Background: an optimization exercise with open tools, aiming at small area, a short achievable clock period and few clock cycles. Do not read the settings as production practice. At most, simulation tests tie the RTL to the original design; equivalence was not proved. Power figures rest on the tool's default switching activity, not on a simulated workload.

Design hlfc_tx, start of the top module:
module hlfc_tx (
    input  wire        clk,
    input  wire        rst,
    input  wire        cmd_valid,
    output wire        cmd_ready,
    input  wire        cmd_write,
    input  wire [7:0]  cmd_unit,
    input  wire [3:0]  cmd_area,
    input  wire [7:0]  cmd_bank,
    input  wire [15:0] cmd_begin,
    input  wire [15:0] cmd_count,
    output wire        sts_valid,
    output wire [7:0]  sts_code,
    input  wire        wd_valid,
    output wire        wd_ready,
    input  wire [15:0] wd_data,
    output wire        tx_valid,
    input  wire        tx_ready,
    output wire [7:0]  tx_data,
    output wire        tx_last
);
Size in the first run: ~780 cells after synthesis, roughly 71 flip-flops, ~95 I/O pins, about 6500 um^2 of cells after synthesis.
==> flow/config.mk <==
export PLATFORM = sky130hd
export DESIGN_NAME = hlfc_tx
export DESIGN_NICKNAME = hlfc_tx
export VERILOG_FILES = /design/flow/design.v
export SDC_FILE = /design/flow/constraint.sdc
export NUM_CORES = 4
export LEC_CHECK = 0
export CAP_MARGIN = 20
export CORE_MARGIN = 2
export CORE_UTILIZATION = 50
export CTS_BUF_LIST = sky130_fd_sc_hd__clkbuf_8
export SLEW_MARGIN = 20
==> flow/constraint.sdc <==
create_clock -name core_clock -period 12.0 [get_ports {clk}]
set_input_delay 2.4000 -clock core_clock [delete_from_list [all_inputs] [get_ports {clk}]]
set_output_delay 2.4000 -clock core_clock [all_outputs]
set_load 0.01 [all_outputs]
standard.sh (not shown) runs the stock make flow with config.mk's settings and CLKGATE_MAP_FILE= SYNTH_SCRIPT=/design/flow/synth_recipe.tcl, a recipe that flattens the netlist after the stock synthesis.
==> flow/flow/run.sh <==
#!/bin/bash
# Own layout flow: the standard ORFS flow (standard.sh), with two changes to how
# the layout is made:
#  - the port buffers that ORFS inserts on every input and output are buf_2 cells
#    instead of the default choice (a slow delay buffer);
#  - repair_timing (floorplan, CTS and global-route stages) works towards a setup
#    slack margin, so it sizes up the gates of paths that are far slower than they
#    need to be.
# The clock period, the SDC, synthesis, floorplan, power grid and tap cells are the
# standard flow's. Every tool's output goes to a log in this folder (and ORFS keeps
# its own per-step logs under orfs/logs).
set -euo pipefail
export BUFFER_PORTS_ARGS="-buffer_cell sky130_fd_sc_hd__buf_2"
export SETUP_SLACK_MARGIN="${OWN_SETUP_MARGIN:-8.4}"
bash standard.sh > standard_flow.log 2>&1
Change:
--- a/flow/design.v
+++ b/flow/design.v
@@ -184,39 +184,40 @@
     wire s_ready = (scnt == 4'd10);
     wire s_conv  = !s_idle && (scnt <= 4'd9);
     wire s_last  = (scnt == 4'd1);
     wire chk = (scnt == 4'd15) ? begin_hi(cmd_area[2:0], cmd_begin) :
                (scnt == 4'd14) ? begin_lo(cmd_area[2:0], cmd_begin) :
                (scnt == 4'd13) ? count_hi(cmd_area[2:0], cmd_count) :
                (scnt == 4'd12) ? count_lo(cmd_area[2:0], cmd_count) :
                (scnt == 4'd11) ? (cmd_count == 16'd0) : 1'b0;
     wire en_t = ~scnt[3];
     wire en_h = (scnt[3:2] == 2'b00) | (scnt == 4'd4);
     function [15:0] dd_step;
         input [15:0] q;
-        input et, eh;
+        input eo, et, eh;
         reg [3:0] o, t, h;
         begin
-            o = add3({q[1:0], q[15:14]}, 1'b1);
+            o = add3({q[1:0], q[15:14]}, eo);
             t = add3(q[5:2], et);
             h = add3(q[9:6], eh);
             dd_step = {o[0], q[13:10], h, t, o[3:1]};
         end
     endfunction
     function [15:0] pre4;
         input [15:0] x;
         pre4 = {x[11:0], 2'b00, x[13:12]};
     endfunction
-    wire [13:0] wcnt = {ct[1:0], ct[15:14], ct[13:4]};
+    wire [13:0] wcnt = {ct[11:0], ct[15:14]};
     wire [13:0] wcnt_dec = wcnt - 14'd1;
+    wire rd_conv = freeq ? !cmd_write : last;
     wire rejected = unk | bad;
     wire [2:0] h_area = {wfull, bad, unk};
     wire take     = crdy;
     wire [4:0] stc = st;
     wire tx_free = ~tx_v | tx_ready;
     wire [5:0] ubcd = unit_bcd(fw);
     wire wr = ~last;                      
     wire [7:0] fcs_x = fcs ^ {1'b0, tx_d};
     wire cap_hit = (fw == 5'd1);    
     wire more = (wcnt != 14'd1);
     wire freeq = (st == S_IDLE) ||
                  (last && ((st == {G_CT, 2'd3}) || (st == {G_DAT, 2'd3}) || (st[4:2] == 3'b101)));
@@ -296,25 +297,25 @@
             if (adv) begin
                 tx_d <= nb;
                 st   <= nst;
                 if (fz) fcs <= 8'h00;
                 else if (fx) fcs <= fcs_x;
                 if (stc == S_RW) fw <= 5'd9;
                 if (stc == S_ATC) fw <= 5'd2;
                 if (at3) fw <= {fw[3:0], fw[4] ^ fw[2]};
                 if (at2) begin
                     pn <= (stc[4:2] == G_CT) ? {ct[1:0], ct[15:14]} : {bg[1:0], bg[15:14]};
                     if (stc[4:2] == G_DAT) begin
                         last <= !more;
-                        {ct[1:0], ct[15:14], ct[13:4]} <= wcnt_dec;
+                        {ct[11:0], ct[15:14]} <= wcnt_dec;
                     end
                 end
             end
             if (go) begin
                 st    <= S_AT;
                 last  <= ~cmd_write;
                 fw    <= cmd_unit[4:0];
                 pn    <= cmd_bank[3:0];
             end
             if (wrdy)    
                 {bg[13:10], bg[9:6], bg[5:2], bg[1:0], bg[15:14]} <= wd_data;
             if (wd_fire) begin
@@ -329,30 +330,29 @@
                 if (!hdr_busy) begin
                     unk <= cmd_area[3];
                     bad <= (cmd_unit[7:5] != 3'd0) ||
                            (cmd_area[2:0] == 3'd7 && (cmd_bank[7:4] != 4'd0 ||
                             (cmd_bank[3] && cmd_bank[2] && (cmd_bank[1] || cmd_bank[0]))));
                     if (cmd_valid) scnt <= 4'd15;
                 end
             end else if (s_chk) begin
                 bad  <= bad | chk;
                 scnt <= scnt - 4'd1;
             end else if (s_ready) begin
                 if (freeq && !rejected) begin
-                    bg   <= dd_step(pre4(cmd_begin), 1'b0, 1'b0);
-                    ct   <= cmd_write ? pre4(cmd_count) : dd_step(pre4(cmd_count), 1'b0, 1'b0);
+                    bg   <= dd_step(pre4(cmd_begin), 1'b1, 1'b0, 1'b0);
+                    ct   <= dd_step(pre4(cmd_count), ~cmd_write, 1'b0, 1'b0);
                     scnt <= 4'd9;
                 end
             end else begin
-                bg <= dd_step(bg, en_t, en_h);
-                if (freeq ? !cmd_write : last)
-                    ct <= dd_step(ct, en_t, en_h);
+                bg <= dd_step(bg, 1'b1, en_t, en_h);
+                ct <= dd_step(ct, rd_conv, rd_conv & en_t, rd_conv & en_h);
                 if (s_last) scnt <= (freeq && !go) ? 4'd10 : 4'd0;
                 else scnt <= scnt - 4'd1;
             end
             if (take) begin
                 if (rejected) scnt <= 4'd0;
                 else {wfull, bad, unk} <= cmd_area[2:0];
             end
         end
     end
 endmodule
What happened: The changed run finished clean. Global-route usage increases by 2.0 points. Register-to-register slack gains 0.04 ns. Area after synthesis decreases by 0.95%. Flip-flop and latch count is unchanged. Clock power increases by 13%. Total power decreases by about 4%. Setup slack loses 0.15 ns. Non-clock buffer count decreases by 12.
No run of this note included a check of the RTL's function; only the layout flow was run.

hlfc_tx, a different RTL version from the one above (not shown whole).
Size in the first run: about 710 cells after synthesis, ~95 I/O pins.
export LEC_CHECK = 0
export CAP_MARGIN = 20
export CORE_MARGIN = 2
export CORE_UTILIZATION = 50
export CTS_BUF_LIST = sky130_fd_sc_hd__clkbuf_8
export SLEW_MARGIN = 20
create_clock -name core_clock -period 12.0 [get_ports {clk}]
==> flow/flow/run.sh <==
#!/bin/bash
# Own layout flow: the standard ORFS flow (standard.sh), with two changes to how
# the layout is made:
#  - the port buffers that ORFS inserts on every input and output are buf_1 cells
#    instead of the default choice (a slow delay buffer);
#  - repair_timing (floorplan, CTS and global-route stages) works towards a setup
#    slack margin, so it sizes up the gates of paths that are far slower than they
#    need to be.
# The clock period, the SDC, synthesis, floorplan, power grid and tap cells are the
# standard flow's. Every tool's output goes to a log in this folder (and ORFS keeps
# its own per-step logs under orfs/logs).
set -euo pipefail
export BUFFER_PORTS_ARGS="-buffer_cell sky130_fd_sc_hd__buf_1"
export SETUP_SLACK_MARGIN="${OWN_SETUP_MARGIN:-8.4}"
bash standard.sh > standard_flow.log 2>&1
Edit:
--- a/flow/design.v
+++ b/flow/design.v
@@ -277,13 +277,12 @@
     wire in_bgct = (stc[4:2] == G_BG) || (stc[4:2] == G_CT) || (stc[4:2] == G_DAT);
     wire at2  = in_bgct && (stc[1:0] == 2'd2);           
     wire at3  = (stc[4:2] == G_DAT) && (stc[1:0] == 2'd3);
     wire is_cr = (stc == S_CR);
     wire idle_next = adv ? (is_cr && last) : (stc == S_IDLE);
     wire wd_fire = wd_valid & wrdy;
-    wire free_now  = freeq | (adv & ((stc == {G_CT, 2'd2}) | ((stc == {G_DAT, 2'd2}) & !more)));
     wire ready_ok  = ~bad & ~crdy & freeq & ((s_conv & (scnt <= 4'd6)) | s_done);
     wire ready_rej =  bad & ~crdy & ((s_conv & ~s_first) | s_done);
     wire go = ready_ok & idle_next;
     always @(posedge clk) begin
         if (rst) begin
             st    <= S_IDLE;
@@ -327,13 +326,13 @@
             end else if (adv && at2 && stc[4:2] != G_CT) begin
                 wfull <= 1'b0;
                 wrdy  <= (stc[4:2] == G_BG) ? wr : more;
             end
             crdy <= go | ready_rej;
             if (s_idle) begin
-                if (free_now) begin
+                if (freeq) begin
                     c_area  <= cmd_area[2:0];
                     c_write <= cmd_write;
                     unk     <= cmd_area[3];
                     bad     <= cmd_area[3] || (cmd_unit[7:5] != 3'd0) ||
                                (cmd_begin[15:14] != 2'd0) || (cmd_count[15:14] != 2'd0) ||
                                (cmd_area[2:0] == 3'd7 && (cmd_bank[7:4] != 4'd0 ||
Outcome: Global-route usage grows by 0.26 points. Core utilization grows by 1.4 points. Flip-flop and latch count does not change. Die area shrinks by 1.5%. First-iteration DRC count grows by about 11%. Final area shrinks by 0.80%. Setup slack gains 0.047 ns. Via count grows by about 1%. Count of clock-buffer cells in the layout does not change. Power grows by about 2.1%. Non-clock buffer count grows by 2. Worst hold slack loses 0.0030 ns. Clock power shrinks by about 3%. Routed wire length shrinks by 0.53%.
Testbench counts after the change, summed over its fixed seeds: cycles 65,848.
For the first run of this note, only the layout was checked, not whether the RTL still works.

==> afterwards: timing with drivers on the ports <==
The flow's constraints put no driver on any port. The routed layouts listed below were extracted and timed again, unchanged, in two steps. Step 1 assumes that a clkbuf_16 drives the clock port and a buf_2 every other input. Step 2 also shifts input and output timing later by t, the mid clock arrival at the registers, as if the neighbouring blocks saw the same clock. Slacks: ideal ports / drivers / drivers and shift; pairs: ideal ports / drivers.
run	t (ns)	setup WS [ns]	worst register clock-pin slew, ns
the first run of note 1	0.415	8.353 / 8.349 / 7.933	0.10 / 0.10
the second run of note 1	0.402	8.205 / 8.224 / 7.821	0.09 / 0.09
the first run of note 2	0.408	8.467 / 8.480 / 8.072	0.09 / 0.09
the second run of note 2	0.408	8.514 / 8.493 / 8.122	0.09 / 0.09
After both steps every run listed still meets setup and hold. For the first run of note 1, which loses most, drivers alone change the setup slack by -0.004 ns; drivers and shift together by -0.420 ns.
